What follows belongs to an exercise in optimizing a design on an open flow for small area, a short achievable clock period and few clock cycles; a production flow would make more cautious choices. Function was checked by simulation only, so behaviour that the tests miss may differ from the original. Power is estimated from default activity; no workload was simulated.

==> design.v <==
module vwac (
  input  wire        clk,
  input  wire        rst,         
  input  wire        bus_valid,   
  input  wire        bus_write,   
  input  wire [11:0] bus_addr,    
  input  wire [31:0] bus_wdata,
  output reg  [31:0] bus_rdata    
);
  localparam [3:0] S_IDLE    = 4'd0,
                   S_FAULT   = 4'd1,
                   S_BADCMD  = 4'd2,
                   S_ESTART  = 4'd3,
                   S_ESCAN   = 4'd4,
                   S_EPACK   = 4'd5,
                   S_ECOMMIT = 4'd6,
                   S_DSTART  = 4'd7,
                   S_DGEN    = 4'd8,
                   S_DCOMMIT = 4'd9;
  localparam [3:0] R_SUCCESS  = 4'h0,
                   R_NOFIT    = 4'h1,
                   R_FOREIGN  = 4'h2,
                   R_BAD_ID   = 4'h9,
                   R_BAD_U16  = 4'hA,
                   R_BAD_U8   = 4'hB,
                   R_BAD_CODE = 4'hC,
                   R_BAD_LEN  = 4'hD,
                   R_BAD_CMD  = 4'hE;
  localparam [2:0] K_PUNCT = 3'd0,
                   K_UPPER = 3'd1,
                   K_LOWER = 3'd2,
                   K_DIGIT = 3'd3,
                   K_ACCNT = 3'd4,
                   K_OTHER = 3'd5;
  localparam [1:0] M_ALPHA = 2'd0, M_LATIN = 2'd1, M_UTF = 2'd2;
  function [3:0] step_of;
    input [3:0] id;
    case (id)
      4'd1, 4'd2:       step_of = 4'd4;
      4'd3, 4'd4, 4'd5: step_of = 4'd5;
      4'd6, 4'd7, 4'd8: step_of = 4'd6;
      4'd9:             step_of = 4'd7;
      default:          step_of = 4'd8;
    endcase
  endfunction
  function [5:0] cap_of;
    input [3:0] id;
    case (id)
      4'd1, 4'd2:       cap_of = 6'd28;
      4'd3, 4'd4, 4'd5: cap_of = 6'd22;
      4'd6, 4'd7, 4'd8: cap_of = 6'd18;
      4'd9:             cap_of = 6'd16;
      default:          cap_of = 6'd14;
    endcase
  endfunction
  function [3:0] punct_idx;
    input [15:0] u;
    case (u)
      16'h0020: punct_idx = 4'd0;
      16'h005F: punct_idx = 4'd1;
      16'h002E: punct_idx = 4'd2;
      16'h002D: punct_idx = 4'd3;
      16'h003A: punct_idx = 4'd4;
      16'h002F: punct_idx = 4'd5;
      16'h002B: punct_idx = 4'd6;
      16'h002C: punct_idx = 4'd7;
      16'h0027: punct_idx = 4'd8;
      16'h0040: punct_idx = 4'd9;
      default:  punct_idx = 4'hF;
    endcase
  endfunction
  function [7:0] mark_of;
    input [3:0] idx;
    case (idx)
      4'd0: mark_of = 8'h20;
      4'd1: mark_of = 8'h5F;
      4'd2: mark_of = 8'h2E;
      4'd3: mark_of = 8'h2D;
      4'd4: mark_of = 8'h3A;
      4'd5: mark_of = 8'h2F;
      4'd6: mark_of = 8'h2B;
      4'd7: mark_of = 8'h2C;
      4'd8: mark_of = 8'h27;
      default: mark_of = 8'h40;
    endcase
  endfunction
  function [10:0] classify;
    input [15:0] u;
    reg [3:0] pi;
    begin
      pi = punct_idx(u);
      if (pi != 4'hF)                                    classify = {K_PUNCT, 4'd0, pi};
      else if (u >= 16'h41 && u <= 16'h5A)               classify = {K_UPPER, u[7:0]};
      else if (u >= 16'h61 && u <= 16'h7A)               classify = {K_LOWER, u[7:0]};
      else if (u >= 16'h30 && u <= 16'h39)               classify = {K_DIGIT, u[7:0]};
      else if (u >= 16'hC0 && u <= 16'hFF && u != 16'hD7 && u != 16'hF7)
                                                         classify = {K_ACCNT, u[7:0]};
      else                                               classify = {K_OTHER, 8'd0};
    end
  endfunction
  function [8:0] keep_of;
    input [10:0] c;
    case (c[10:8])
      K_PUNCT:
        case (c[3:0])
          4'd0:       keep_of = 9'h1EF;
          4'd1:       keep_of = 9'h1FC;
          4'd2, 4'd3: keep_of = 9'h1BF;
          4'd4:       keep_of = 9'h0AE;
          4'd5:       keep_of = 9'h0AC;
          4'd6, 4'd7: keep_of = 9'h0B3;
          4'd8:       keep_of = 9'h0A1;
          default:    keep_of = 9'h0B0;
        endcase
      K_UPPER: keep_of = 9'h1C4;
      K_LOWER: keep_of = 9'h1F8;
      K_DIGIT: keep_of = 9'h163;
      K_ACCNT: keep_of = 9'h100;
      default: keep_of = 9'h000;
    endcase
  endfunction
  function [6:0] enc_code;
    input [3:0]  id;
    input [10:0] c;
    reg [2:0] k;
    reg [7:0] v;
    reg [3:0] pi;
    reg [7:0] code;
    begin
      k = c[10:8]; v = c[7:0]; pi = c[3:0];
      code = 8'd0;
      case (id)
        4'd1: begin  
          if (k == K_DIGIT) code = v - 8'h30;
          else
            case (pi)
              4'd0: code = 8'h0A;
              4'd2: code = 8'h0B;
              4'd3: code = 8'h0C;
              4'd6: code = 8'h0D;
              4'd7: code = 8'h0E;
              default: code = 8'h0F;
            endcase
        end
        4'd2: begin  
          if (k == K_DIGIT) code = v - 8'h30;
          else
            case (pi)
              4'd0: code = 8'h0A;
              4'd3: code = 8'h0C;
              4'd4: code = 8'h0D;
              4'd6: code = 8'h0E;
              default: code = 8'h0F;
            endcase
        end
        4'd3: begin  
          if (k == K_UPPER) code = v - 8'h40;
          else if (pi == 4'd0) code = 8'h00;
          else code = 8'h1A + {4'd0, pi};
        end
        4'd4: begin  
          if (k == K_LOWER) code = v - 8'h60;
          else if (pi == 4'd0) code = 8'h00;
          else code = 8'h1A + {4'd0, pi};
        end
        4'd5: begin  
          if (k == K_LOWER) code = v - 8'h60;
          else
            case (pi)
              4'd7: code = 8'h00;
              4'd1: code = 8'h1B;
              4'd2: code = 8'h1C;
              4'd3: code = 8'h1D;
              4'd6: code = 8'h1E;
              default: code = 8'h1F;
            endcase
        end
        4'd6: begin  
          if (k == K_DIGIT) code = v - 8'h2F;
          else if (k == K_LOWER) code = v - 8'h56;
          else if (pi == 4'd0) code = 8'h00;
          else code = 8'h24 + {4'd0, pi};
        end
        4'd7: begin  
          if (k == K_DIGIT) code = v - 8'h2F;
          else if (k == K_UPPER) code = v - 8'h36;
          else if (k == K_LOWER) code = v - 8'h3C;
          else if (pi == 4'd0) code = 8'h00;
          else code = 8'h3F;
        end
        4'd8: begin  
          if (k == K_UPPER) code = v - 8'h40;
          else if (k == K_LOWER) code = v - 8'h46;
          else if (pi == 4'd0) code = 8'h00;
          else code = 8'h34 + {4'd0, pi};
        end
        default: begin  
          if (k == K_DIGIT) code = v - 8'h2F;
          else if (k == K_UPPER) code = v - 8'h36;
          else if (k == K_LOWER) code = v - 8'h3C;
          else if (k == K_ACCNT) begin
            if (v <= 8'hD6)      code = v - 8'h81;
            else if (v <= 8'hF6) code = v - 8'h82;
            else                 code = v - 8'h83;
          end
          else if (pi == 4'd0) code = 8'h00;
          else if (pi == 4'd2) code = 8'h7E;
          else code = 8'h7F;
        end
      endcase
      enc_code = code[6:0];
    end
  endfunction
  function [8:0] lut_dec;
    input [3:0] id;
    input [7:0] g;
    reg       none;
    reg [7:0] ch;
    begin
      none = 1'b0; ch = 8'h00;
      case (id)
        4'd1, 4'd2: begin
          if (g <= 8'h09) ch = 8'h30 + g;
          else if (id == 4'd1)
            case (g)
              8'h0A: ch = 8'h20; 8'h0B: ch = 8'h2E; 8'h0C: ch = 8'h2D;
              8'h0D: ch = 8'h2B; 8'h0E: ch = 8'h2C; default: ch = 8'h27;
            endcase
          else
            case (g)
              8'h0A: ch = 8'h20; 8'h0B: none = 1'b1; 8'h0C: ch = 8'h2D;
              8'h0D: ch = 8'h3A; 8'h0E: ch = 8'h2B; default: ch = 8'h2C;
            endcase
        end
        4'd3, 4'd4: begin
          if (g == 8'h00)      ch = 8'h20;
          else if (g <= 8'h1A) ch = g + ((id == 4'd3) ? 8'h40 : 8'h60);
          else                 ch = mark_of(g[3:0] - 4'hA);
        end
        4'd5: begin
          if (g == 8'h00)      ch = 8'h2C;
          else if (g <= 8'h1A) ch = g + 8'h60;
          else
            case (g)
              8'h1B: ch = 8'h5F; 8'h1C: ch = 8'h2E; 8'h1D: ch = 8'h2D;
              8'h1E: ch = 8'h2B; default: ch = 8'h40;
            endcase
        end
        4'd6: begin
          if (g == 8'h00)      ch = 8'h20;
          else if (g <= 8'h0A) ch = g + 8'h2F;
          else if (g <= 8'h24) ch = g + 8'h56;
          else if (g <= 8'h2D) ch = mark_of(g[3:0] - 4'h4);
          else                 none = 1'b1;
        end
        4'd7: begin
          if (g == 8'h00)      ch = 8'h20;
          else if (g <= 8'h0A) ch = g + 8'h2F;
          else if (g <= 8'h24) ch = g + 8'h36;
          else if (g <= 8'h3E) ch = g + 8'h3C;
          else                 ch = 8'h5F;
        end
        4'd8: begin
          if (g == 8'h00)      ch = 8'h20;
          else if (g <= 8'h1A) ch = g + 8'h40;
          else if (g <= 8'h34) ch = g + 8'h46;
          else if (g <= 8'h39) ch = mark_of(g[3:0] - 4'h4);
          else                 none = 1'b1;
        end
        4'd9: begin
          if (g == 8'h00)      ch = 8'h20;
          else if (g <= 8'h0A) ch = g + 8'h2F;
          else if (g <= 8'h24) ch = g + 8'h36;
          else if (g <= 8'h3E) ch = g + 8'h3C;
          else if (g <= 8'h55) ch = g + 8'h81;
          else if (g <= 8'h74) ch = g + 8'h82;
          else if (g <= 8'h7C) ch = g + 8'h83;
          else if (g == 8'h7D) none = 1'b1;
          else if (g == 8'h7E) ch = 8'h2E;
          else                 ch = 8'h2D;
        end
        default: ch = g;    
      endcase
      lut_dec = {none, ch};
    end
  endfunction
  reg [15:0]  char_in [0:63];
  reg [15:0]  in_len;
  reg [11:0]  hdr;
  reg [111:0] payload;
  reg [4:0]   out_len;
  reg         out_wide;
  reg [223:0] co;             
  reg [3:0]   st;
  reg         st_done, st_ok, st_ovr;
  reg [3:0]   st_res;
  wire busy  = (st != S_IDLE) && (st != S_FAULT);
  wire fault = (st == S_FAULT);
  reg [111:0] acc;            
  reg [111:0] stg;            
  reg         rec_ok;         
  reg         rec_wide;
  reg [4:0]   rec_n;
  reg [5:0]   r;              
  reg         pend;           
  reg         v;              
  reg [15:0]  u_r;
  reg         a_lat;          
  reg [8:0]   a_keep;
  reg [2:0]   a_unres;        
  reg         a_ubad, a_upend;
  reg [3:0]   a_ub;           
  reg [1:0]   pk_mode;
  reg [3:0]   pk_id;
  reg [3:0]   pk_s;
  reg [5:0]   pk_len;
  reg [1:0]   bi;
  reg [1:0]   carry;
  reg         v2;             
  reg [7:0]   ins_r;
  reg [2:0]   wc;             
  reg [6:0]   wb;
  reg [1:0]   ph;             
  reg [6:0]   bp;
  reg [2:0]   gc;
  reg [7:0]   gg;
  reg [5:0]   gn;
  reg [4:0]   nout;
  reg [1:0]   cc;
  reg [17:0]  cacc;
  reg [1:0]   lc;
  reg [9:0]   hsp;
  wire rd_req  = bus_valid & ~bus_write;
  wire wr_req  = bus_valid & bus_write;
  wire a_lo    = (bus_addr[11:8] == 4'h0);
  wire a_cin   = (bus_addr[11:8] == 4'h1);
  wire a_cout  = (bus_addr[11:8] == 4'h2);
  wire [5:0] a_k = bus_addr[7:2];
  wire host_cin_rd = rd_req & a_cin;
  wire port_free   = ~host_cin_rd;
  wire wr_ok   = wr_req & ~busy;
  wire wr_cin  = wr_ok & a_cin;
  wire wr_reg  = wr_ok & a_lo & (bus_addr[7:6] == 2'b00);
  wire wr_pay  = wr_ok & a_lo & (bus_addr[7:6] == 2'b01) & (bus_addr[5:4] == 2'b00);
  wire wr_cmd  = wr_reg & (bus_addr[5:2] == 4'd0) & ~fault & (bus_wdata[1:0] != 2'd0);
  wire wr_inl  = wr_reg & (bus_addr[5:2] == 4'd3);
  wire wr_hdr  = wr_reg & (bus_addr[5:2] == 4'd4);
  reg  [63:0] psel;
  reg  [15:0] port_q;
  integer e;
  always @* begin
    port_q = 16'd0;
    for (e = 0; e < 64; e = e + 1) begin
      psel[e] = host_cin_rd ? (a_k == e) : (r == e);
      port_q  = port_q | ({16{psel[e]}} & char_in[e]);
    end
  end
  reg  [7:0]  co_lo, co_hi;
  integer j;
  always @* begin
    co_lo = 8'd0;
    for (j = 0; j < 28; j = j + 1)
      co_lo = co_lo | ({8{a_k[4:0] == j}} & co[8*j +: 8]);
    co_hi = 8'd0;
    for (j = 0; j < 14; j = j + 1)
      co_hi = co_hi | ({8{a_k[3:0] == j}} & co[8*(14+j) +: 8]);
  end
  wire co_valid = ({1'b0, a_k} < {2'b00, out_len});
  wire [15:0] co_unit = {16{co_valid}} & {out_wide ? co_hi : 8'h00, co_lo};
  wire a_reg = a_lo & (bus_addr[7:6] == 2'b00);
  wire a_pay = a_lo & (bus_addr[7:6] == 2'b01) & (bus_addr[5:4] == 2'b00);
  wire [31:0] rd_reg =
      ({32{bus_addr[5:2] == 4'd1}} & {23'd0, st_ovr, st_res, fault, st_ok, st_done, busy})
    | ({32{bus_addr[5:2] == 4'd2}} & 32'd112)
    | ({32{bus_addr[5:2] == 4'd3}} & {16'd0, in_len})
    | ({32{bus_addr[5:2] == 4'd4}} & {20'd0, hdr})
    | ({32{bus_addr[5:2] == 4'd5}} & {27'd0, out_len});
  wire [31:0] rd_pay =
      ({32{bus_addr[3:2] == 2'd0}} & payload[31:0])
    | ({32{bus_addr[3:2] == 2'd1}} & payload[63:32])
    | ({32{bus_addr[3:2] == 2'd2}} & payload[95:64])
    | ({32{bus_addr[3:2] == 2'd3}} & {16'd0, payload[111:96]});
  wire [31:0] rd_val =
      ({32{a_reg}} & rd_reg)
    | ({32{a_pay}} & rd_pay)
    | ({32{a_cin}} & {16'd0, port_q})
    | ({32{a_cout}} & {16'd0, co_unit});
  always @(posedge clk)
    bus_rdata <= rd_val;
  wire [15:0] cin_d = bus_wdata[15:0] & {16{~rst}};
  genvar gi;
  generate
    for (gi = 0; gi < 64; gi = gi + 1) begin : g_cin
      always @(posedge clk)
        if (rst | (wr_cin & (a_k == gi)))
          char_in[gi] <= cin_d;
    end
  endgenerate
  wire [10:0] ucls   = classify(u_r);
  wire [8:0]  ukeep  = keep_of(ucls);
  wire        u_pun  = (ucls[10:8] == K_PUNCT);
  wire [2:0]  uunres = {u_pun & (ucls[3:0] == 4'd1),
                        u_pun & (ucls[3:0] >= 4'd6),
                        u_pun & (ucls[3:0] == 4'd2)};
  wire        u_hs   = (u_r[15:10] == 6'b110110);
  wire        u_ls   = (u_r[15:10] == 6'b110111);
  wire [1:0]  u_nb   = (u_r[15:7] == 9'd0) ? 2'd1 : (u_r[15:11] == 5'd0) ? 2'd2 : 2'd3;
  wire        f_lat   = a_lat & (u_r[15:8] == 8'd0);
  wire [8:0]  f_keep  = a_keep & ukeep;
  wire [2:0]  f_unres = a_unres | uunres;
  reg         f_ubad, f_upend;
  reg  [4:0]  f_ubs;
  always @* begin
    f_ubad = a_ubad; f_upend = a_upend; f_ubs = {1'b0, a_ub};
    if (a_upend) begin
      if (u_ls) begin f_upend = 1'b0; f_ubs = f_ubs + 5'd4; end
      else f_ubad = 1'b1;
    end else if (u_hs) f_upend = 1'b1;
    else if (u_ls)     f_ubad = 1'b1;
    else               f_ubs = f_ubs + {3'd0, u_nb};
  end
  wire [3:0] f_ub = f_ubs[4] ? 4'hF : f_ubs[3:0];
  wire        L_big   = (in_len > 16'd28);
  wire        L_zero  = (in_len == 16'd0);
  wire        L_short = (in_len <= 16'd14);
  wire [4:0]  L5      = in_len[4:0];
  wire [8:0]  capm = {(L5 <= 5'd16), {3{L5 <= 5'd18}}, {3{L5 <= 5'd22}}, 2'b11};
  wire [8:0]  okm  = a_keep & capm & ~{a_unres[2], a_unres[1], 5'b00000, a_unres[0], 1'b0};
  reg  [3:0]  win;
  integer wi;
  always @* begin
    win = 4'd0;
    for (wi = 9; wi >= 1; wi = wi - 1)
      if (okm[wi-1]) win = wi;
  end
  wire [6:0]  pk_code = enc_code(pk_id, ucls);
  wire [10:0] hs_w    = {1'b0, u_r[9:0]} + 11'h040;
  reg  [7:0]  ubyte;
  reg  [1:0]  unb;
  always @* begin
    unb = u_nb; ubyte = u_r[7:0];
    if (u_hs) begin
      unb = 2'd2;
      ubyte = (bi == 2'd0) ? {5'b11110, hs_w[10:8]} : {2'b10, hs_w[7:2]};
    end else if (u_ls) begin
      unb = 2'd2;
      ubyte = (bi == 2'd0) ? {2'b10, carry, u_r[9:6]} : {2'b10, u_r[5:0]};
    end else if (u_nb == 2'd2)
      ubyte = (bi == 2'd0) ? {3'b110, u_r[10:6]} : {2'b10, u_r[5:0]};
    else if (u_nb == 2'd3)
      ubyte = (bi == 2'd0) ? {4'b1110, u_r[15:12]} :
              (bi == 2'd1) ? {2'b10, u_r[11:6]} : {2'b10, u_r[5:0]};
  end
  wire pk_last = (pk_mode != M_UTF) | (bi == unb - 2'd1);
  wire [1:0] h_tag = hdr[11:10];
  wire [3:0] h_id  = hdr[9:6];
  wire [5:0] h_len = hdr[5:0];
  wire [3:0] h_step = step_of(h_id);
  wire       pay_zero = (payload == 112'd0);
  wire       pbit  = payload[bp];
  wire [8:0] gdec  = lut_dec(h_id, gg);
  wire       g_cont = (gg[7:6] == 2'b10);
  reg        g_bad;
  reg [20:0] g_cp;
  always @* begin
    g_bad = 1'b0; g_cp = 21'd0;
    if (gg[7] == 1'b0) begin
      g_cp = {14'd0, gg[6:0]};
      if (cc != 2'd0) g_bad = 1'b1;
    end else if (gg >= 8'hC2 && gg <= 8'hDF) begin
      g_cp = {10'd0, gg[4:0], cacc[17:12]};
      if (cc != 2'd1) g_bad = 1'b1;
    end else if (gg[7:4] == 4'hE) begin
      g_cp = {5'd0, gg[3:0], cacc[17:6]};
      if (cc != 2'd2) g_bad = 1'b1;
      if (gg == 8'hE0 && lc[1] == 1'b0) g_bad = 1'b1;
      if (gg == 8'hED && lc[1] == 1'b1) g_bad = 1'b1;
    end else if (gg >= 8'hF0 && gg <= 8'hF4) begin
      g_cp = {gg[2:0], cacc};
      if (cc != 2'd3) g_bad = 1'b1;
      if (gg == 8'hF0 && lc == 2'b00) g_bad = 1'b1;
      if (gg == 8'hF4 && lc != 2'b00) g_bad = 1'b1;
    end else
      g_bad = 1'b1;
  end
  wire [20:0] g_cpm = g_cp - 21'h10000;
  wire        g_sup = (g_cp[20:16] != 5'd0);
  reg  [14:0] comb;
  always @* begin
    case (pk_s)
      4'd4:    comb = {4'd0, wb, ins_r[3:0]};
      4'd5:    comb = {3'd0, wb, ins_r[4:0]};
      4'd6:    comb = {2'd0, wb, ins_r[5:0]};
      4'd7:    comb = {1'd0, wb, ins_r[6:0]};
      default: comb = {wb, ins_r[7:0]};
    endcase
  end
  wire [3:0]  tot   = {1'b0, wc} + pk_s;
  wire [7:0]  wbyte = comb >> (tot[2:0]);
  wire [3:0]  wstep = step_of(win);
  wire [2:0]  lsm   = in_len[2:0] * wstep[2:0];
  wire [2:0]  wpad  = 3'd0 - lsm;
  wire fold_st = (st == S_IDLE) | (st == S_FAULT) | (st == S_ESCAN) | (st == S_ESTART);
  wire consume = v & pk_last & (st == S_EPACK);
  reg  rd_now;
  always @* begin
    case (st)
      S_IDLE, S_FAULT: rd_now = pend & port_free;
      S_ESCAN:         rd_now = ({10'd0, r} < in_len) & port_free;
      S_EPACK:         rd_now = ({10'd0, r} < in_len) & (~v | consume) & port_free;
      default:         rd_now = 1'b0;
    endcase
  end
  wire fold_now = v & fold_st;
  wire [5:0] r_eff = r + {5'd0, pend};
  always @(posedge clk) begin
    if (rst) begin
      st <= S_IDLE;
      st_done <= 1'b0; st_ok <= 1'b0; st_ovr <= 1'b0; st_res <= 4'd0;
      in_len <= 16'd0; hdr <= 12'd0; payload <= 112'd0;
      out_len <= 5'd0; out_wide <= 1'b0;
      rec_ok <= 1'b0; rec_wide <= 1'b0; rec_n <= 5'd0;
      r <= 6'd0; pend <= 1'b0; v <= 1'b0;
      a_lat <= 1'b1; a_keep <= 9'h1FF; a_unres <= 3'd0;
      a_ubad <= 1'b0; a_upend <= 1'b0; a_ub <= 4'd0;
    end else begin
      if (rd_now) begin
        u_r <= port_q;
        r <= r + 6'd1;
        pend <= 1'b0;
      end
      if (rd_now) v <= 1'b1;
      else if (fold_now | consume) v <= 1'b0;
      if (fold_now) begin
        a_lat <= f_lat; a_keep <= f_keep; a_unres <= f_unres;
        a_ubad <= f_ubad; a_upend <= f_upend; a_ub <= f_ub;
      end
      if (wr_req & busy) st_ovr <= 1'b1;
      if (wr_inl) in_len <= bus_wdata[15:0];
      if (wr_hdr) begin hdr <= bus_wdata[11:0]; rec_ok <= 1'b0; end
      if (wr_pay) begin
        rec_ok <= 1'b0;
        case (bus_addr[3:2])
          2'd0: payload[31:0]   <= bus_wdata;
          2'd1: payload[63:32]  <= bus_wdata;
          2'd2: payload[95:64]  <= bus_wdata;
          default: payload[111:96] <= bus_wdata[15:0];
        endcase
      end
      if (wr_cin) begin
        if (a_k == 6'd0) begin
          r <= 6'd0; pend <= 1'b1; v <= 1'b0;
          a_lat <= 1'b1; a_keep <= 9'h1FF; a_unres <= 3'd0;
          a_ubad <= 1'b0; a_upend <= 1'b0; a_ub <= 4'd0;
        end else if (a_k < r_eff) begin
          r <= 6'd0; pend <= 1'b0; v <= 1'b0;
          a_lat <= 1'b1; a_keep <= 9'h1FF; a_unres <= 3'd0;
          a_ubad <= 1'b0; a_upend <= 1'b0; a_ub <= 4'd0;
        end else if (a_k == r_eff && r_eff <= 6'd28)
          pend <= 1'b1;
      end
      if (wr_cmd) begin
        st_done <= 1'b0; st_ok <= 1'b0; st_res <= 4'd0; st_ovr <= 1'b0;
        pend <= 1'b0;
        case (bus_wdata[1:0])
          2'd1:    st <= S_ESTART;
          2'd2:    st <= S_DSTART;
          default: st <= S_BADCMD;
        endcase
      end
      case (st)
        S_BADCMD: begin
          st_done <= 1'b1; st_res <= R_BAD_CMD; st <= S_FAULT;
        end
        S_ESTART: begin
          if (L_big) begin
            st_done <= 1'b1; st_res <= R_NOFIT; st <= S_IDLE;
          end else if (L_zero) begin
            acc <= 112'd0; pk_id <= 4'd0; pk_len <= 6'd0; pk_mode <= M_LATIN;
            st <= S_ECOMMIT;
          end else if (v) begin
          end else if (r != in_len[5:0]) begin
            if (r > in_len[5:0]) begin
              r <= 6'd0;
              a_lat <= 1'b1; a_keep <= 9'h1FF; a_unres <= 3'd0;
              a_ubad <= 1'b0; a_upend <= 1'b0; a_ub <= 4'd0;
            end
            st <= S_ESCAN;
          end else if (L_short) begin
            if (a_lat) begin
              pk_mode <= M_LATIN; pk_id <= 4'd10; pk_s <= 4'd8; pk_len <= in_len[5:0];
              r <= 6'd0; acc <= 112'd0; bi <= 2'd0; v2 <= 1'b0; wc <= 3'd0;
              st <= S_EPACK;
            end else if (a_ubad | a_upend) begin
              st_done <= 1'b1; st_res <= R_BAD_U16; st <= S_FAULT;
            end else if (a_ub > 4'd14) begin
              st_done <= 1'b1; st_res <= R_NOFIT; st <= S_IDLE;
            end else begin
              pk_mode <= M_UTF; pk_id <= 4'd0; pk_s <= 4'd8; pk_len <= {2'b00, a_ub};
              r <= 6'd0; acc <= 112'd0; bi <= 2'd0; v2 <= 1'b0; wc <= 3'd0;
              st <= S_EPACK;
            end
          end else if (win == 4'd0) begin
            st_done <= 1'b1; st_res <= R_NOFIT; st <= S_IDLE;
          end else begin
            pk_mode <= M_ALPHA; pk_id <= win; pk_s <= wstep; pk_len <= in_len[5:0];
            r <= 6'd0; acc <= 112'd0; bi <= 2'd0; v2 <= 1'b0; wc <= wpad; wb <= 7'd0;
            st <= S_EPACK;
          end
        end
        S_ESCAN: begin
          if (({10'd0, r} == in_len) && !v) st <= S_ESTART;
        end
        S_EPACK: begin
          if (v) begin
            if (pk_mode == M_UTF) begin
              bi <= pk_last ? 2'd0 : bi + 2'd1;
              if (u_hs && bi == 2'd1) carry <= hs_w[1:0];
            end
            ins_r <= (pk_mode == M_ALPHA) ? {1'b0, pk_code} :
                     (pk_mode == M_UTF)   ? ubyte : u_r[7:0];
          end
          v2 <= v;
          if (v2) begin
            if (tot[3]) begin
              acc <= {acc[103:0], wbyte};
              wc <= tot[2:0];
            end else
              wc <= tot[2:0];
            wb <= comb[6:0];
          end
          if (({10'd0, r} == in_len) && !v) st <= S_ECOMMIT;
        end
        S_ECOMMIT: begin
          hdr <= {2'b10, pk_id, pk_len};
          payload <= acc;
          for (j = 0; j < 14; j = j + 1) begin
            acc[8*j +: 8] <= char_in[j][7:0];
            stg[8*j +: 8] <= (pk_mode == M_UTF) ? char_in[j][15:8] : char_in[14+j][7:0];
          end
          rec_ok <= 1'b1; rec_n <= L5; rec_wide <= (pk_mode == M_UTF);
          st_done <= 1'b1; st_ok <= 1'b1; st_res <= R_SUCCESS; st <= S_IDLE;
        end
        S_DSTART: begin
          if (h_tag != 2'b10) begin
            st_done <= 1'b1; st_res <= R_FOREIGN; st <= S_IDLE;
          end else if (pay_zero) begin
            out_len <= 5'd0;
            st_done <= 1'b1; st_ok <= 1'b1; st_res <= R_SUCCESS; st <= S_IDLE;
          end else if (rec_ok) begin
            co <= {stg, acc}; out_len <= rec_n; out_wide <= rec_wide;
            st_done <= 1'b1; st_ok <= 1'b1; st_res <= R_SUCCESS; st <= S_IDLE;
          end else if (h_id > 4'd10) begin
            st_done <= 1'b1; st_res <= R_BAD_ID; st <= S_FAULT;
          end else if (h_len > cap_of(h_id)) begin
            st_done <= 1'b1; st_res <= R_BAD_LEN; st <= S_FAULT;
          end else begin
            ph <= 2'd0; bp <= 7'd0; gc <= 3'd0; gg <= 8'd0; gn <= h_len; nout <= 5'd0;
            cc <= 2'd0; cacc <= 18'd0;
            if (h_len == 6'd0) begin
              rec_ok <= 1'b1; rec_n <= 5'd0; rec_wide <= (h_id == 4'd0);
              st <= S_DCOMMIT;
            end else
              st <= S_DGEN;
          end
        end
        S_DGEN: begin
          case (ph)
            2'd0: begin
              gg[gc] <= pbit;
              bp <= bp + 7'd1;
              if ({1'b0, gc} == h_step - 4'd1) ph <= 2'd1;
              else gc <= gc + 3'd1;
            end
            2'd1: begin
              gg <= 8'd0; gc <= 3'd0;
              if (h_id != 4'd0) begin
                if (gdec[8]) begin
                  st_done <= 1'b1; st_res <= R_BAD_CODE; st <= S_FAULT;
                end else begin
                  acc <= {acc[103:0], gdec[7:0]};
                  stg <= {stg[103:0], acc[111:104]};
                  nout <= nout + 5'd1;
                  gn <= gn - 6'd1;
                  if (gn == 6'd1) begin
                    rec_ok <= 1'b1; rec_n <= nout + 5'd1; rec_wide <= 1'b0;
                    st <= S_DCOMMIT;
                  end else
                    ph <= 2'd0;
                end
              end else if (g_cont) begin
                gn <= gn - 6'd1;
                if (cc == 2'd3 || gn == 6'd1) begin
                  st_done <= 1'b1; st_res <= R_BAD_U8; st <= S_FAULT;
                end else begin
                  cacc <= {gg[5:0], cacc[17:6]};
                  cc <= cc + 2'd1;
                  lc <= gg[5:4];
                  ph <= 2'd0;
                end
              end else if (g_bad) begin
                st_done <= 1'b1; st_res <= R_BAD_U8; st <= S_FAULT;
              end else begin
                gn <= gn - 6'd1;
                cc <= 2'd0; cacc <= 18'd0;
                nout <= nout + 5'd1;
                if (g_sup) begin
                  acc <= {acc[103:0], g_cpm[7:0]};
                  stg <= {stg[103:0], 6'b110111, g_cpm[9:8]};
                  hsp <= g_cpm[19:10];
                  ph <= 2'd2;
                end else begin
                  acc <= {acc[103:0], g_cp[7:0]};
                  stg <= {stg[103:0], g_cp[15:8]};
                  if (gn == 6'd1) begin
                    rec_ok <= 1'b1; rec_n <= nout + 5'd1; rec_wide <= 1'b1;
                    st <= S_DCOMMIT;
                  end else
                    ph <= 2'd0;
                end
              end
            end
            default: begin
              acc <= {acc[103:0], hsp[7:0]};
              stg <= {stg[103:0], 6'b110110, hsp[9:8]};
              nout <= nout + 5'd1;
              if (gn == 6'd0) begin
                rec_ok <= 1'b1; rec_n <= nout + 5'd1; rec_wide <= 1'b1;
                st <= S_DCOMMIT;
              end else
                ph <= 2'd0;
            end
          endcase
        end
        S_DCOMMIT: begin
          co <= {stg, acc}; out_len <= rec_n; out_wide <= rec_wide;
          st_done <= 1'b1; st_ok <= 1'b1; st_res <= R_SUCCESS; st <= S_IDLE;
        end
        default: ;
      endcase
    end
  end
endmodule
==> flow/run.sh <==
#!/bin/bash
set -euo pipefail
MARGIN=7
make() { command make "$@" SETUP_SLACK_MARGIN=$MARGIN; }
export -f make
export MARGIN
bash standard.sh finish > run_flow.log 2>&1
==> standard.sh <==
#!/bin/bash
# synth_recipe.tcl (not shown) runs the flow's synth.tcl, then flattens the netlist and writes it again
# the make line also repeats each setting of config.mk as NAME=value (left out here)
make -C /OpenROAD-flow-scripts/flow DESIGN_CONFIG=/design/flow/config.mk WORK_HOME=/design/flow/orfs CLKGATE_MAP_FILE= SYNTH_SCRIPT=/design/flow/synth_recipe.tcl "${@:-finish}"
==> config.mk <==
export PLATFORM = sky130hd
export DESIGN_NAME = vwac
export DESIGN_NICKNAME = vwac
export VERILOG_FILES = /design/flow/design.v
export SDC_FILE = /design/flow/constraint.sdc
export NUM_CORES = 8
export LEC_CHECK = 0
export CAP_MARGIN = 20
export CORE_MARGIN = 2
export CORE_UTILIZATION = 55
export PLACE_DENSITY = 0.65
export SLEW_MARGIN = 20
==> constraint.sdc <==
create_clock -name core_clock -period 11.0 [get_ports {clk}]
set_input_delay 2.2000 -clock core_clock [delete_from_list [all_inputs] [get_ports {clk}]]
set_output_delay 2.2000 -clock core_clock [all_outputs]
set_load 0.01 [all_outputs]
==> results.txt, run 1 <==
* Pins over their slew limit at 0
* Hold Violations, Final at 0
* Most frequent cells after synthesis: 1590 x edfxtp_1, 586 x nand2_1, 542 x nor2_1
* Dpl hpwl at 249000 um
* Syn avg cell area at between 10 and 15 um^2
* I/O Buffers at 77
* Post-Route WL at around 410000 um
* Detailed Routing Iterations Pass 1 at 17
* CTS buffer count at 183
* H-tree levels at 4
* Worst EP arrival at around 5800 ps
* Worst VDD drop at 0.000156 V
* Post-synthesis sequential area ratio at 0.630
* Share of layout cells above drive strength 1 at 0.228
* 1st-iter DRT viols at 14.9k
* Ys Warns at 2
* Total clock sinks at 1820
* Async SR Flop Fraction at 0
* Fin Setup TNS at 0 ps
* RSZ-0062 raised after global routing: yes
* Post-CTS Hold Buffers at 0
* IO Count at 80
* Most common cell in the synthesized netlist: edfxtp_1
* PwrDens at 146 nW/um^2
* First-pass GRT wire length at 545000 um
* Root Driver: clkbuf_16
* Crit Path Class: in -> reg
* Ys flop type: edfxtp_1
* Post-DRT Antenna Nets at 0
* Clock latency on the worst-skew pair at 890 ps
* Largest net degree at the start of global routing at 166
* Filler instances at approximately 10k
* Syn nets at roughly 6.8k
* Final Total Pwr at 0.0151 W
* Area leader, netlist: edfxtp_1
* Crit end category: flop
* Die Ht at around 390 um
* Worst path required time at 11720 ps
* Crit path time final at 5090 ps
* Ranking of synthesized cells by area: edfxtp_1 57%, dfxtp_1 5.5%, a22o_1 4.2%
* CTS tree: built
* Wire per inst at about 44 um
* Total Die Area at around 150000 um^2
* WHS at 418 ps
* Critical path launch point type: primary input
* Area fraction of the dominant cell type after synthesis at 0.575
* Worst-path clk slew at 60 ps
* Cells after Synth at 6642
* P&R area growth vs syn at 24.8%
* Global route overflow at 0
* Slew HR at 0.162
* # rows at 142
* Number of flops mapped to enable cells by yosys at 1590
* Bufs on Longest Clock Path at 3
* Max Fclk at 197 MHz
* Overall routing resource usage at 0.523
* CP max FO at 5
* Nets at 7303
* Setup Viol. Count Final at 0
* Mapped Area at 83000 um^2
* Netlist cell types at 96
* Number of global-route vias before repair at 64.4k
* #FFs+latches synth at 1820
* Starting Density at 0.554
* RePlAce Congestion at 1.03
* Status: no timing/DRC/antenna violations
* Tcrit/Tclk final at 0.463
* Vias at 72.4k
* Max-Cap Viols at 0
* Final Skew at 92.6 ps
* Worst slew pin tran at 1250 ps
* Hold WC Path Type: reg -> reg
* Vias/cell at 7.76
* DRC at 0
* Initial antenna violation count at 31
* Horiz. Die Dim at 393 um
* Pleak at 35.8 nW
* Core area at roughly 150000 um^2
-- kinds of logic (layout without fill, tap and decap cells) --
group / count (synthesis) / in the layout / synth area share
other: 0 / 31 / 0
buffers and inverters: 550 / 1196 / 0.0253
multiplexers: 259 / 259 / 0.0375
AND/OR/NAND/NOR: 1817 / 1821 / 0.102
flip-flops: 1820 / 1820 / 0.630
adder cells (fa/ha/maj): 117 / 117 / 0.0178
XOR/XNOR: 69 / 69 / 0.00728
AO/OA/AOI/OAI: 2010 / 2011 / 0.180
-- where the power goes --
group	switching, W	total [W]	leakage, nW	internal, W
registers	0.000193	0.00802	16.9	0.00783
logic	0.000522	0.000704	16.0	0.000182
clock network	0.00287	0.00640	2.92	0.00353
-- state kept, by name, summed over array words and instances, names as in the netlist, 12 cells and up, named ones only --
name and flops:
cacc 18, payload 112, hdr 12, bus_rdata 32
acc 112, u_r 16, char_in 1024, stg 112
co 224, in_len 16
-- through the flow --
step	instances	instance area, um^2	util	worst slack (ps)
floorplan	6642	85200	-	4410
global placement	8477	88000	0.587	3330
detailed placement	8478	88100	0.587	3250
CTS	9208	102000	0.678	6200
global route	9314	104000	0.691	5990
finish	9340	104000	0.691	5910
-- layout by cell type, fill, tap and decap left out, types with 68 or more instances in the layout --
cell type	count
a211oi_1	153
a21oi_1	259
clkbuf_16	190
nand3_1	91
edfxtp_1	1590
a31oi_1	158
a221oi_2	137
o21ai_0	157
a22o_1	397
nor3_1	73
dfxtp_1	224
a221oi_1	172
a22oi_1	81
buf_6	73
inv_1	68
mux2i_1	203
ha_1	93
nand4_1	109
nor2_1	518
nand2_1	554
buf_4	407
buf_12	157
-- per-layer routing --
layer  up-vias  GRT usage  wire length, um
li1      27500          -                -
met1     34800      0.624           133000
met2      7721      0.715           164000
met3      2377      0.264            71700
met4        29      0.397            43700
met5         -     0.0405              725
-- critical path, cell delays in order --
cell and delay, ps:
buf_8 100, nor3_4 260, and2_4 210, and3b_4 210, buf_12 110, buf_12 150, buf_8 150, buf_16 140
o31ai_4 150, buf_6 210, buf_8 150, a22o_1 200, a221oi_2 200, nand4_1 330, or4_4 690, a211o_1 310
-- final cells by class --
class / count / area, um^2 / share of cell area
flip-flops and latches: 1820 / 52400 / 0.505
multi-input cells: 4277 / 33100 / 0.319
repair buffers: 770 / 9200 / 0.0888
clock buffers: 231 / 4810 / 0.0464
well taps: 2016 / 2520 / 0.0243
clock inverters: 109 / 1200 / 0.0116
inverters: 86 / 400 / 0.00386
diodes: 31 / 77.6 / 0.000749
-- final timing paths --
kind                             startpoint             to  slack [ps]  cells after the start
worst min-delay path               stg[109]        co[221]         420                      0
worst max register to register      u_r[12]       ins_r[3]        6330                     16
worst min register to register     stg[109]        co[221]         420                      0
worst max-delay path            bus_addr[9]  bus_rdata[11]        5910                     16
-- repair_timing --
item | in CTS | in global routing
buffers inserted | 356 | 96
gates resized for setup | 692 | 188
gates cloned | 34 | 5
endpoints found under the setup margin | 1707 | 734
pin swaps | 179 | 108
endpoints found under the hold margin | 0 | 0
Testbench counts, summed over its fixed seeds: cycles 51,516.
==> run 2, diff against run 1 <==
==> run.sh (new file) <==
#!/bin/bash
# synth_recipe.tcl (not shown) runs the flow's synth.tcl, then flattens the netlist and writes it again
# the make line also repeats each setting of config.mk as NAME=value (left out here)
make -C /OpenROAD-flow-scripts/flow DESIGN_CONFIG=/design/flow/config.mk WORK_HOME=/design/flow/orfs CLKGATE_MAP_FILE= SYNTH_SCRIPT=/design/flow/synth_recipe.tcl finish
--- a/config.mk
+++ b/config.mk
@@ -9,4 +9,5 @@
 export CORE_MARGIN = 2
 export CORE_UTILIZATION = 55
 export PLACE_DENSITY = 0.65
+export SETUP_SLACK_MARGIN = 5
 export SLEW_MARGIN = 20
removed: flow/run.sh
removed: standard.sh
==> results.txt, run 2 <==
* Total Die Area at 154000 um^2
* Root Driver: clkbuf_16
* CTS tree: built
* Crit path time final at 6260 ps
* I/O Buffers at 77
* Syn avg cell area at 12.5 um^2
* RePlAce Congestion at between 1 and 1.5
* CTS buffer count at 184
* Dpl ws at 3100 ps
* Most common cell in the synthesized netlist: edfxtp_1
* Crit path max-delay family: simple AND/OR/NAND/NOR gates
* Crit end category: flop
* #FFs+latches synth at 1820
* Area fraction of the dominant cell type after synthesis at 0.575
* IO Count at 80
* Initial antenna violation count at 22
* CP max FO at 16
* Core area at between 100000 and 150000 um^2
* H-tree levels at 4
* Ranking of synthesized cells by area: edfxtp_1 57%, dfxtp_1 5.5%, a22o_1 4.2%
* Total clock sinks at 1820
* Largest registers: char_in: 1024 flops, co: 224 flops
* DRC at 0
* Share of layout cells above drive strength 1 at 0.117
* Bufs on Longest Clock Path at 3
* Worst path required time at 11430 ps
* Ys Warns at 2
* Final setup margin at 4740 ps
* First-pass GRT wire length at 514000 um
* Worst slew pin tran at 1380 ps
* Post-DRT Antenna Nets at 0
* Number of global-route vias before repair at 61.3k
* Netlist cell types at 96
* Worst EP arrival at 6690 ps
* Max Fclk at 160 MHz
* Vias at ~67k
* Setup Viol. Count Final at 0
* Cells after Synth at 6642
* Max-Cap Viols at 0
* Die Ht at 393 um
* Hold Violations, Final at 0
* Fin Setup TNS at 0 ps
* Post-synthesis sequential area ratio at 0.630
* Final Skew at 94.9 ps
* Worst VDD drop at 0.000187 V
* RSZ-0062 raised after global routing: yes
* Status: no timing/DRC/antenna violations
* Vias/cell at between 7 and 8
* Leading cell types in the layout, fill and taps excluded: 1590 x edfxtp_1, 578 x nand2_1, 531 x nor2_1
* PwrDens at 159 nW/um^2
* # rows at 142
* Dpl hpwl at 249000 um
* Async SR Flop Fraction at 0
* Critical path launch point type: primary input
* Max incr delay on CP at 900 ps
* Top cell by count, worst path: buf_4
* Pleak at 31.7 nW
* WP buf/inv at 5
* Post-Route WL at 383000 um
* Most common cell after layout, fill and taps aside: edfxtp_1
* Hold WC Path Type: reg -> reg
* Crit Path Class: in -> reg
* Crit-path slowest cell: or4_1
* Detailed Routing Iterations Pass 1 at 9
* Max FFs per register at 1024
* Mapped Area at 83000 um^2
* Global route overflow at 0
* Area leader, netlist: edfxtp_1
* Nets at 6829
* Number of flops mapped to enable cells by yosys at 1590
* Top reg by flops: char_in
* 1st-iter DRT viols at 12.9k
* Clock latency on the worst-skew pair at 890 ps
* CP cell instances: clkdlybuf4s50_1, buf_4, nand2b_2, nor2_1, buf_4, and2_1, buf_4, nand3b_1, o31ai_4, buf_4, a22o_1, a221oi_1, nand4_1, or4_1
* Most frequent cells after synthesis: 1590 x edfxtp_1, 586 x nand2_1, 542 x nor2_1
* Tcrit/Tclk final at 0.569
* Syn nets at 6807
* Pins over their slew limit at 0
* Wire per inst at approximately 43 um
* R2r setup slk at 5160 ps
* Worst-path clk slew at approximately 60 ps
* Horiz. Die Dim at 393 um
* P&R area growth vs syn at 13.2%
* Overall routing resource usage at 0.491
* Starting Density at 0.554
* Ys flop type: edfxtp_1
* Largest net degree at the start of global routing at 162
* Slew HR at 0.0825
run 2: metrics by stage:
stage                     power, W  utilization  cell area (um^2)  std cells  hold WS, ps
after floorplan            0.00826            -             83200       6642          400
after global placement     0.00864        0.583             87500       8477          402
after detailed placement   0.00866        0.583             87500       8477          410
after CTS                   0.0148        0.625             93800       8830          425
after global routing        0.0151        0.627             94000       8838          428
final                       0.0149        0.627             94000       8847          425
run 2: power breakdown:
group	switching (W)	total (W)	internal (W)
Combinational	0.000475	0.000580	0.000105
Sequential	0.000171	0.00800	0.00783
Clock	0.00284	0.00634	0.00350
Total	0.00349	0.0149	0.0114
run 2: logic make-up after synthesis:
kind of cell / share of synthesized area
AND/OR/NAND/NOR: 0.102
flip-flops: 0.630
multiplexers: 0.0375
XOR/XNOR: 0.00728
AO/OA/AOI/OAI: 0.180
adder cells (fa/ha/maj): 0.0178
buffers and inverters: 0.0253
run 2: worst paths after layout:
| kind | start | to | cells past startpoint |
|---|---|---|---|
| worst max-delay path | bus_addr[4] | u_r[6] | 14 |
| worst max register to register | u_r[7] | ins_r[3] | 18 |
| worst min register to register | stg[111] | co[223] | 0 |
| worst min-delay path | stg[111] | co[223] | 0 |
run 2: layout make-up:
class                           count  area (um^2)
Fill cell                       11700        55900
Sequential cell                  1820        52400
Multi-Input combinational cell   4274        30100
Clock buffer                      230         4830
Timing Repair Buffer              298         2590
Tap cell                         2016         2520
Clock inverter                    112         1220
Inverter                           86          334
Antenna cell                       11         27.5
run 2: worst reg2reg max path, delay by kind of cell (launching register included):
family | cells | cell delay, ps
AOI/OAI and AO/OA | 7 | 2240
adders and majority gates | 2 | 620
buffers and inverters | 2 | 680
DFF | 1 | 600
muxes | 1 | 220
and+or+nand+nor | 6 | 1260
run 2: per-layer routing:
| metal | part of all wire | vias up | global-route usage |
|---|---|---|---|
| met4 | 0.095 | 29 | 0.358 |
| met5 | 0.0013 | - | 0.0147 |
| met2 | 0.41 | 6352 | 0.687 |
| li1 | - | 26500 | - |
| met1 | 0.34 | 33000 | 0.611 |
| met3 | 0.16 | 1664 | 0.202 |
run 2: what timing repair did:
item | 4_1_cts | 5_1_grt
pin swaps | 2 | 4
setup buffers | 8 | 4
gates cloned | 3 | 0
resized for setup | 29 | 30
setup endpoints to repair | 114 | 168
hold buffers | 0 | 0

==> re-timing with driven ports <==
How much do the figures lean on ideal ports? The routed layouts below were timed once more, with nothing changed but the port constraints. Step 1, drivers: a clkbuf_16 drives clk and a buf_2 each remaining input, both assumed. Step 2 times the ports against the registers' clock, not the clock port: input delays grow and output delays shrink by t, the midpoint of the rising clock arrivals with the driver on. a / b / c = no drivers / after step 1 / after step 2; a / b = the first two.
| run | shift t [ns] | slack for setup (ns) | worst data-port slew with drivers (ns) |
|---|---|---|---|
| run 1 | 0.943 | 5.912 / 5.965 / 5.023 | 0.14 |
| run 2 | 0.930 | 4.741 / 4.792 / 3.862 | 0.19 |
After both steps setup and hold are still met in every run listed. For run 1, which loses most, drivers alone change the setup slack by +0.053 ns; drivers and shift together by -0.889 ns.
